Source: an optimization exercise on an open RTL-to-GDS flow (aim: small area, a short achievable clock period and few clock cycles per item). Production flows keep margins and buffers that such runs may drop. Only simulation tests tie the RTL to the original design; equivalence was not proved. Power and IR drop assume default switching activity.

**flow/config.mk**
```make
export PLATFORM = sky130hd
export DESIGN_NAME = bcta
export DESIGN_NICKNAME = bcta
export VERILOG_FILES = /design/flow/design.v
export SDC_FILE = /design/flow/constraint.sdc
export NUM_CORES = 4
export LEC_CHECK = 0
export CAP_MARGIN = 20
export CORE_MARGIN = 2
export CORE_UTILIZATION = 20
export SLEW_MARGIN = 20
```
**flow/constraint.sdc**
```tcl
create_clock -name core_clock -period 10.0 [get_ports {clk}]
set_input_delay 2.0000 -clock core_clock [delete_from_list [all_inputs] [get_ports {clk}]]
set_output_delay 2.0000 -clock core_clock [all_outputs]
set_load 0.01 [all_outputs]
```
**flow/design.v**
```verilog
module bcta (
    input  wire        clk,
    input  wire        rst,         
    input  wire        cmd_valid,
    output wire        cmd_ready,
    input  wire [63:0] cmd,
    output wire        rsp_valid,
    input  wire        rsp_ready,
    output wire [39:0] rsp
);
    wire [7:0]  op  = cmd[63:56];
    wire [7:0]  mdf = cmd[55:48];
    wire [15:0] rsv = cmd[47:32];
    wire [31:0] arg = cmd[31:0];
    wire        tsel = mdf[0];
    wire rsv_zero = (rsv == 16'd0);
    wire arg_zero = (arg == 32'd0);
    wire fmt_n_ok = rsv_zero && (mdf[7:5] == 3'd0);
    wire fmt_t_ok = rsv_zero && (mdf[7:1] == 7'd0);
    wire fmt_z_ok = rsv_zero && (mdf == 8'd0);
    wire is_rd  = (op == 8'h01) && fmt_n_ok && arg_zero;
    wire is_wr  = (op == 8'h02) && fmt_n_ok;
    wire is_sk  = (op == 8'h03) && fmt_z_ok;
    wire is_pos = (op == 8'h04) && fmt_z_ok && arg_zero;
    wire is_len = (op == 8'h05) && fmt_z_ok && arg_zero;
    wire is_clr = (op == 8'h06) && fmt_z_ok && arg_zero;
    wire is_enc = (op == 8'h10) && fmt_t_ok;
    wire is_dec = (op == 8'h11) && fmt_t_ok;
    wire is_lcl = (op == 8'h12) && fmt_z_ok && arg_zero;
    wire is_lad = (op == 8'h13) && fmt_t_ok;
    wire is_lgt = (op == 8'h14) && fmt_t_ok && arg_zero;
    wire legal  = is_rd | is_wr | is_sk | is_pos | is_len | is_clr |
                  is_enc | is_dec | is_lcl | is_lad | is_lgt;
    wire hi7_zero = (arg[31:7] == 25'd0);
    wire enc_ok0  = hi7_zero && (arg[6] ^ arg[5]);             
    wire enc_ok1  = (arg[31:4] == 28'd3);                      
    wire enc_ok   = tsel ? enc_ok1 : enc_ok0;
    wire [5:0] i7 = {arg[6], arg[4:0]};
    wire [3:0] i5 = arg[3:0];
    wire [6:0] enc_code = tsel ? {2'b00, i5[0], i5[1], i5[2], i5[3], ~^i5}
                               : {i7[0], i7[1], i7[2], i7[3], i7[4], i7[5], ~^i7};
    wire dec_ok0 = hi7_zero && (^arg[6:0]);
    wire dec_ok1 = (arg[31:5] == 27'd0) && (^arg[4:0]);
    wire [7:0] dec_char = tsel ? (dec_ok1 ? {4'h3, arg[1], arg[2], arg[3], arg[4]} : 8'h7E)
                               : (dec_ok0 ? (8'h20 + {2'b00, arg[1], arg[2], arg[3], arg[4], arg[5], arg[6]}) : 8'h7E);
    wire sk_fits = (arg[31:11] == 21'd0) || (arg[31:11] == 21'h1FFFFF);
    wire [11:0] sk_delta = sk_fits ? arg[11:0] : {arg[31], {11{~arg[31]}}};
    reg        v0;
    reg        r_rd, r_wr, r_sk, r_pos, r_len, r_clr, r_dat, r_lcl, r_lad, r_lgt;
    reg        r_t;
    reg        r_bad;        
    reg [2:0]  r_badst;
    reg [4:0]  r_nm1;
    reg [31:0] r_pay;
    wire bad_in = !legal || ((is_enc || is_lad) && !enc_ok);
    reg [255:0] bank_e;      
    reg [255:0] bank_o;      
    reg [6:0]   len;         
    reg [9:0]   cursor;      
    reg [6:0]   acc;
    reg         v1, v2;
    reg [34:0]  rsp_q;       
    reg [34:0]  skid_q;
    wire exec = v0 & ~v2;
    assign cmd_ready = ~v0 | ~v2;
    assign rsp_valid = v1;
    assign rsp       = {5'd0, rsp_q};
    wire [5:0]  n   = {1'b0, r_nm1} + 6'd1;
    wire [4:0]  kl  = cursor[4:0];
    wire [3:0]  q0  = cursor[8:5];
    wire [10:0] e   = {1'b0, cursor} + {5'd0, n};       
    wire [9:0]  l8  = {len, 3'b000};
    wire        beyond = e > {1'b0, l8};               
    wire        ovf    = e > 11'd512;
    wire [6:0]  wr_len = beyond ? e[9:3] + (e[2:0] != 3'd0) : len;
    wire [5:0]  a   = {1'b0, kl} + n;                  
    wire [4:0]  s   = a[4:0];
    wire [2:0]  oidx = q0[3:1];
    wire [3:0]  eidx = {1'b0, q0[3:1]} + q0[0];
    function [31:0] row8;
        input [255:0] b;
        input [2:0]   i;
        reg   [127:0] l1;
        reg   [63:0]  l2;
        begin
            l1 = i[2] ? b[255:128] : b[127:0];
            l2 = i[1] ? l1[127:64] : l1[63:0];
            row8 = i[0] ? l2[63:32] : l2[31:0];
        end
    endfunction
    wire [31:0] we = row8(bank_e, eidx[2:0]);
    wire [31:0] wo = row8(bank_o, oidx);
    reg [31:0] t_kl, t_a;
    integer r;
    always @(*) begin
        for (r = 0; r < 32; r = r + 1) begin
            t_kl[r] = (r >= kl);
            t_a[r]  = (r < s);
        end
    end
    wire [31:0] la1 = t_a | {32{a[5]}};                
    wire [31:0] la2 = t_a & {32{a[5]}};                
    wire [31:0] gath = (t_kl ^ {32{q0[0]}}) & we | ~(t_kl ^ {32{q0[0]}}) & wo;
    wire [31:0] xin = r_rd ? gath : r_pay;
    reg  [31:0] xr;
    always @(*) for (r = 0; r < 32; r = r + 1) xr[r] = xin[31 - r];
    wire [31:0] x1 = s[0] ? {xr[30:0], xr[31]}    : xr;
    wire [31:0] x2 = s[1] ? {x1[29:0], x1[31:30]} : x1;
    wire [31:0] x3 = s[2] ? {x2[27:0], x2[31:28]} : x2;
    wire [31:0] x4 = s[3] ? {x3[23:0], x3[31:24]} : x3;
    wire [31:0] xo = s[4] ? {x4[15:0], x4[31:16]} : x4;
    reg [31:0] nmask;
    always @(*) for (r = 0; r < 32; r = r + 1) nmask[r] = (r <= r_nm1);
    wire [31:0] rd_val = xo & nmask;
    wire [31:0] wf = t_kl & la1;
    wire [31:0] zf = t_kl & ~la1 & {32{beyond}};
    wire [31:0] ws = la2;
    wire [31:0] zs = ~la2 & {32{beyond}};
    wire [31:0] wme = q0[0] ? ws : wf;
    wire [31:0] zme = q0[0] ? zs : zf;
    wire [31:0] wmo = q0[0] ? wf : ws;
    wire [31:0] zmo = q0[0] ? zf : zs;
    wire [31:0] new_e = wme & xo | ~wme & ~zme & we;
    wire [31:0] new_o = wmo & xo | ~wmo & ~zmo & wo;
    wire wr_do = exec & r_wr & ~ovf;
    wire signed [12:0] sk_sum = $signed({3'd0, cursor}) + $signed({r_pay[11], r_pay[11:0]});
    wire [9:0] sk_cur = sk_sum[12] ? 10'd0 :
                        (sk_sum[11:0] > {2'd0, l8}) ? l8 : sk_sum[9:0];
    wire [6:0] lrc_word = r_t ? {2'b00, acc[4:1], ^acc[4:1]} : {acc[6:1], ^acc[6:1]};
    reg [2:0]  st;
    reg [31:0] dat;
    always @(*) begin
        st  = 3'd0;
        dat = 32'd0;
        if (r_bad)              st = r_badst;
        else if (r_rd & beyond) st = 3'd1;
        else if (r_wr & ovf)    st = 3'd3;
        else begin
            if (r_rd)  dat = rd_val;
            if (r_pos) dat = {22'd0, cursor};
            if (r_len) dat = {25'd0, len};
            if (r_dat) dat = {24'd0, r_pay[7:0]};
            if (r_lgt) dat = {25'd0, lrc_word};
        end
    end
    always @(posedge clk) begin
        if (cmd_ready) begin
            r_rd   <= is_rd;
            r_wr   <= is_wr;
            r_sk   <= is_sk;
            r_pos  <= is_pos;
            r_len  <= is_len;
            r_clr  <= is_clr;
            r_dat  <= is_enc | is_dec;
            r_lcl  <= is_lcl;
            r_lad  <= is_lad;
            r_lgt  <= is_lgt;
            r_t    <= tsel;
            r_bad  <= bad_in;
            r_badst <= legal ? 3'd2 : 3'd4;
            r_nm1  <= mdf[4:0];
            r_pay  <= is_sk  ? {20'd0, sk_delta} :
                      is_enc ? {25'd0, enc_code} :
                      is_lad ? {25'd0, enc_code} :
                      is_dec ? {24'd0, dec_char} : arg;
        end
    end
    integer k;
    always @(posedge clk) begin
        for (k = 0; k < 8; k = k + 1) begin
            if (wr_do && eidx == k) bank_e[32*k +: 32] <= new_e;
            if (wr_do && oidx == k) bank_o[32*k +: 32] <= new_o;
        end
    end
    always @(posedge clk) begin
        if (rst) begin
            v0     <= 1'b0;
            v1     <= 1'b0;
            v2     <= 1'b0;
            len    <= 7'd0;
            cursor <= 10'd0;
            acc    <= 7'd0;
        end else begin
            if (cmd_ready) v0 <= cmd_valid;
            if (exec && !r_bad) begin
                if (r_rd && !beyond) cursor <= e[9:0];
                if (r_wr && !ovf) begin
                    cursor <= e[9:0];
                    len    <= wr_len;
                end
                if (r_sk)  cursor <= sk_cur;
                if (r_clr) begin
                    cursor <= 10'd0;
                    len    <= 7'd0;
                end
                if (r_lcl) acc <= 7'd0;
                if (r_lad) acc <= acc ^ r_pay[6:0];
            end
            if (v1 && rsp_ready) begin
                v1 <= v2 | exec;
                v2 <= 1'b0;
            end else if (exec) begin
                v1 <= 1'b1;
                v2 <= v1;
            end
        end
    end
    always @(posedge clk) begin
        if (v1 && rsp_ready) begin
            if (v2) rsp_q <= skid_q;
            else    rsp_q <= {st, dat};
        end else if (exec) begin
            if (v1) skid_q <= {st, dat};
            else    rsp_q  <= {st, dat};
        end
    end
endmodule
```
**flow/run.sh**
```bash
#!/bin/bash
# synth_recipe.tcl (not shown) runs the flow's synth.tcl, then flattens the netlist and writes it again
# the make line also repeats each setting of config.mk as NAME=value (left out here)
make -C /OpenROAD-flow-scripts/flow DESIGN_CONFIG=/design/flow/config.mk WORK_HOME=/design/flow/orfs CLKGATE_MAP_FILE= SYNTH_SCRIPT=/design/flow/synth_recipe.tcl finish
```
==> qor.yml <==
timing:
  finClkSkew_ns: 0.0384
  period_needed_ns: 7.66
  drv_slew: 0
  hold_viol_final: 0
  worstMarginPinSlew_ns: 1.28
  clock.fmax_ghz: 0.130
  fin_setup_tns_ns: 0
  rsz0062_at_grt: "no"
  min_period_over_period_pct: 76.6
  slew_headroom_pct: 14.6
  finalSetupViolCount: 0
route:
  ant_nets: 0
  route.detailed.drc: 0
  routedWlPerCell_um: 24.9
  drtIter0Drc: 4329
  viasPerCell: 5.11
  wl_mm: 150
  drtPass1Iterations: 6
  vias: 30600
grt:
  grt_usage_pct: 15.0
  grt_use_met3_pct: 3.26
  met1_usage_pct: 20.2
  grt_pass1_wl_mm: 213
  use_met2_pct: 22.3
  grt_pass1_vias: 28700
  grt_max_degree: 159
  busiest_layer: "met2"
  antenna_found_initial: 4
  grt.overflow.total: 0
clock_network:
  numClockSinks: 658
  root_buffer: "clkbuf_16"
  cts_max_level: 3
  clk_pin_slew_ns: 0.05
  cts_max_path_buffers: 3
  cts_made_buffers: 73
  ctsResizeCount: 0
  cts_tree: "yes"
  clk_latency_ns: 0.67
  post_cts_buffers: 0
  cts_hold_buf: 0
synthesis:
  synth_compound_area_share_pct: 15.4
  ys_seq_elements: 658
  synth_fa_ha_area_share_pct: 1.53
  synth_top_family_by_area: "simple AND/OR/NAND/NOR gates"
  ys_seq_area_share_pct: 51.6
  async_reset_ff_share_pct: 0
  yosys_most_used_dff: "edfxtp_1"
  yosys.area_share.simple_pct: 15.8
  avgSynthCellArea_sq_um: 11.1
  synth-edff-count: 632
  netlist_instances: 3414
  synth_xor_area_share_pct: 1.30
  synth_area_sq_um: 37800
  yosys_warnings: 1
  synth.area.mux_share_pct: 10.5
  ys_types: 94
worst_setup_path:
  cp.required_ns: 10.50
  critPathMaxStageDelay_ns: 1.06
  timing.rr.end: "rsp_q[20]$_DFFE_PP_"
  cp_slowest_cell: "nor3b_1"
  worst-r2r-cell-count: 20
  end_kind: "flip-flop"
  cp_max_fo: 29
  crit_top_cell: "ha_1"
  path_class: "flip-flop to flip-flop"
  start_kind: "flip-flop"
  crit_family: "simple AND/OR/NAND/NOR gates"
  ff2ff_setup_slack_ns: 2.34
  r2r-start: "r_nm1[0]$_DFFE_PP_"
  path_buf_inv: 1
  cp_cell_sequence: "ha_1 > xor2_1 > ha_1 > nor2b_1 > o21ai_0 > a21boi_0 > o21ai_0 > a21oi_1 > xnor2_1 > ha_1 > nand3_1 > or3_1 > nand2_1 > a21oi_1 > a211oi_4 > buf_4 > and3_1 > nand3b_1 > nor3b_1 > mux2_2"
  arrival_ns: 8.16
power_and_ir_drop:
  combPwrFrac_pct: 13.9
  p_int_uw: 5040
  p_clk_share_pct: 40.7
  switching_share_pct: 26.9
  power.leakage_uw: 0.0147
  p_per_area_nw_per_um2: 155
  p_sw_uw: 1860
  peakVddDrop_mv: 0.116
  totalPowerFinal_uw: 6900
  seq_power_share_pct: 45.3
placed_design:
  numPortBuffers: 104
  gp_congestion: 1.07
  dp_hpwl_mm: 108
floorplan:
  dieArea_sq_um: 192000
  initial_core_util_pct: 20.1
  rows: 159
  core-area_sq_um: 188000
  top_level_ports: 110
  die_h_um: 439
  dieWidth_um: 439
cells_and_area:
  area_growth_pct: 17.5
  nNetsFinal: 3563
  final_cell_mix: "edfxtp_1 (632), nand2_1 (243), nor2_1 (239)"
  drive_gt1_share_pct: 12.0
  layout_commonest_cell: "edfxtp_1"
status:
  outcome: "finished clean"
min_path:
  min_from: "len[4]$_SDFFE_PP0P_"
  min_to: "len[4]$_SDFFE_PP0P_"
  hold_path_depth: 2
  hp-class: "flip-flop to flip-flop"
flow_run:
  drv_cap: 0
## synthesized netlist by cell type (19+ instances only)
cell	instances	share of area (%)
and2_1	24	0.40
nand4_1	46	0.76
inv_1	70	0.70
a21oi_1	156	2.1
o31ai_1	25	0.50
o22ai_1	45	0.75
buf_2	42	0.56
a22oi_1	50	0.99
a31oi_1	36	0.60
and3_1	42	0.70
nor3_1	136	1.8
nor2b_1	25	0.41
dfxtp_1	26	1.4
o221ai_1	22	0.51
a211oi_1	48	0.95
edfxtp_1	632	50
or2_2	19	0.31
nor2_1	251	2.5
clkbuf_1	160	1.6
nand2b_1	30	0.50
nand3_1	52	0.69
xnor2_1	46	1.1
o211ai_1	34	0.68
o21ai_0	175	2.3
a32oi_1	21	0.49
ha_1	43	1.4
or3_1	20	0.33
mux4_2	35	2.1
mux2i_1	226	6.0
mux2_2	82	2.4
nand3b_1	65	1.3
buf_1	25	0.25
nor4_1	19	0.31
nand2_1	244	2.4
nor3b_1	129	2.6
## per-stage QoR
stage | util, % | area [sq um] | hold WS, ns | worst slack, ns | instances
2_1_floorplan | - | 37800 | 0.444 | 3.75 | 3418
3_3_place_gp | 22.3 | 41800 | 0.473 | 2.58 | 5866
3_5_place_dp | 22.3 | 41900 | 0.493 | 2.62 | 5868
4_1_cts | 23.6 | 44300 | 0.504 | 2.53 | 6000
5_1_grt | 23.7 | 44400 | 0.528 | 2.01 | 6002
6_report | 23.7 | 44400 | 0.498 | 2.34 | 6003
## state kept, by name, indices dropped and copies added (netlist names), 2 cells and up
register / count
r_pay: 32
r_nm1: 5
skid_q: 35
r_badst: 2
cursor: 10
len: 7
bank_e: 256
bank_o: 256
acc: 6
rsp_q: 35
## worst max path at each step
stage / endpoint / start / cells after the start / slack, ns
2_1_floorplan: bank_e[126]$_DFFE_PP_ / cursor[1]$_SDFFE_PP0P_ / 24 / 3.75
3_3_place_gp: rsp_q[20]$_DFFE_PP_ / r_nm1[0]$_DFFE_PP_ / 20 / 2.58
3_5_place_dp: rsp_q[20]$_DFFE_PP_ / r_nm1[0]$_DFFE_PP_ / 20 / 2.62
4_1_cts: rsp_q[20]$_DFFE_PP_ / r_nm1[0]$_DFFE_PP_ / 20 / 2.53
5_1_grt: rsp_q[20]$_DFFE_PP_ / r_nm1[0]$_DFFE_PP_ / 20 / 2.01
6_report: rsp_q[20]$_DFFE_PP_ / r_nm1[0]$_DFFE_PP_ / 20 / 2.34
## power groups by stage
stage,Sequential [uW],Combinational [uW],Clock [uW]
2_1_floorplan,3170,468,0
3_3_place_gp,3180,909,0
3_5_place_dp,3180,907,0
4_1_cts,3130,910,2850
5_1_grt,3130,982,2960
6_report,3130,961,2810
## tightest hold or removal path, stage by stage, from the launching register on
cell and delay, ns:
dfxtp_1 0.33, nand2_1 0.06, a21oi_1 0.06
## routing by layer
layer	up-vias	routed length [um]	share of wire [%]
li1	13300	-	-
met5	-	33	0.022
met2	1626	63500	42
met4	4	9240	6.2
met3	402	13500	9.0
met1	15300	63400	42
## kinds of logic (layout without fill, tap and decap cells)
| family | after synthesis | count (layout) |
|---|---|---|
| AOI/OAI and AO/OA | 846 | 846 |
| xor gates and xnor gates | 55 | 55 |
| adders and majority gates | 45 | 45 |
| buffers and inverters | 331 | 420 |
| DFF | 658 | 658 |
| muxes | 343 | 343 |
| other | 1 | 6 |
| and+or+nand+nor | 1135 | 1135 |
## cell type report
class | instances | area [sq um]
fillers | 19800 | 143000
inverters | 73 | 274
flip-flops and latches | 658 | 19500
clock buffers | 86 | 1920
repair buffers | 215 | 1920
clock inverters | 46 | 558
multi-input cells | 2429 | 17100
well taps | 2495 | 3120
diodes | 1 | 2.50
Testbench counts, summed over its fixed seeds: cycles 15,421, items 15,405.

port drivers added, routing unchanged:
How much do the figures lean on ideal ports? The routed layout below was timed once more, with nothing changed but the port constraints.
Step 1: set_driving_cell puts a clkbuf_16 on clk and a buf_2 on each other input, an assumption about the parent block.
Step 2 also shifts input and output timing later by t, the mid clock arrival at the registers, as if the neighbouring blocks saw the same clock.
Three values: ideal ports, drivers, drivers and shift; two values: the first two.
shift t [ns]: 0.715
setup WS [ns]: 2.336 / 2.336 / 2.336
pins driven straight from the clock port: 1
After both steps setup and hold are still met in this run. For this run, drivers alone change the setup slack by 0.000 ns; drivers and shift together by 0.000 ns.
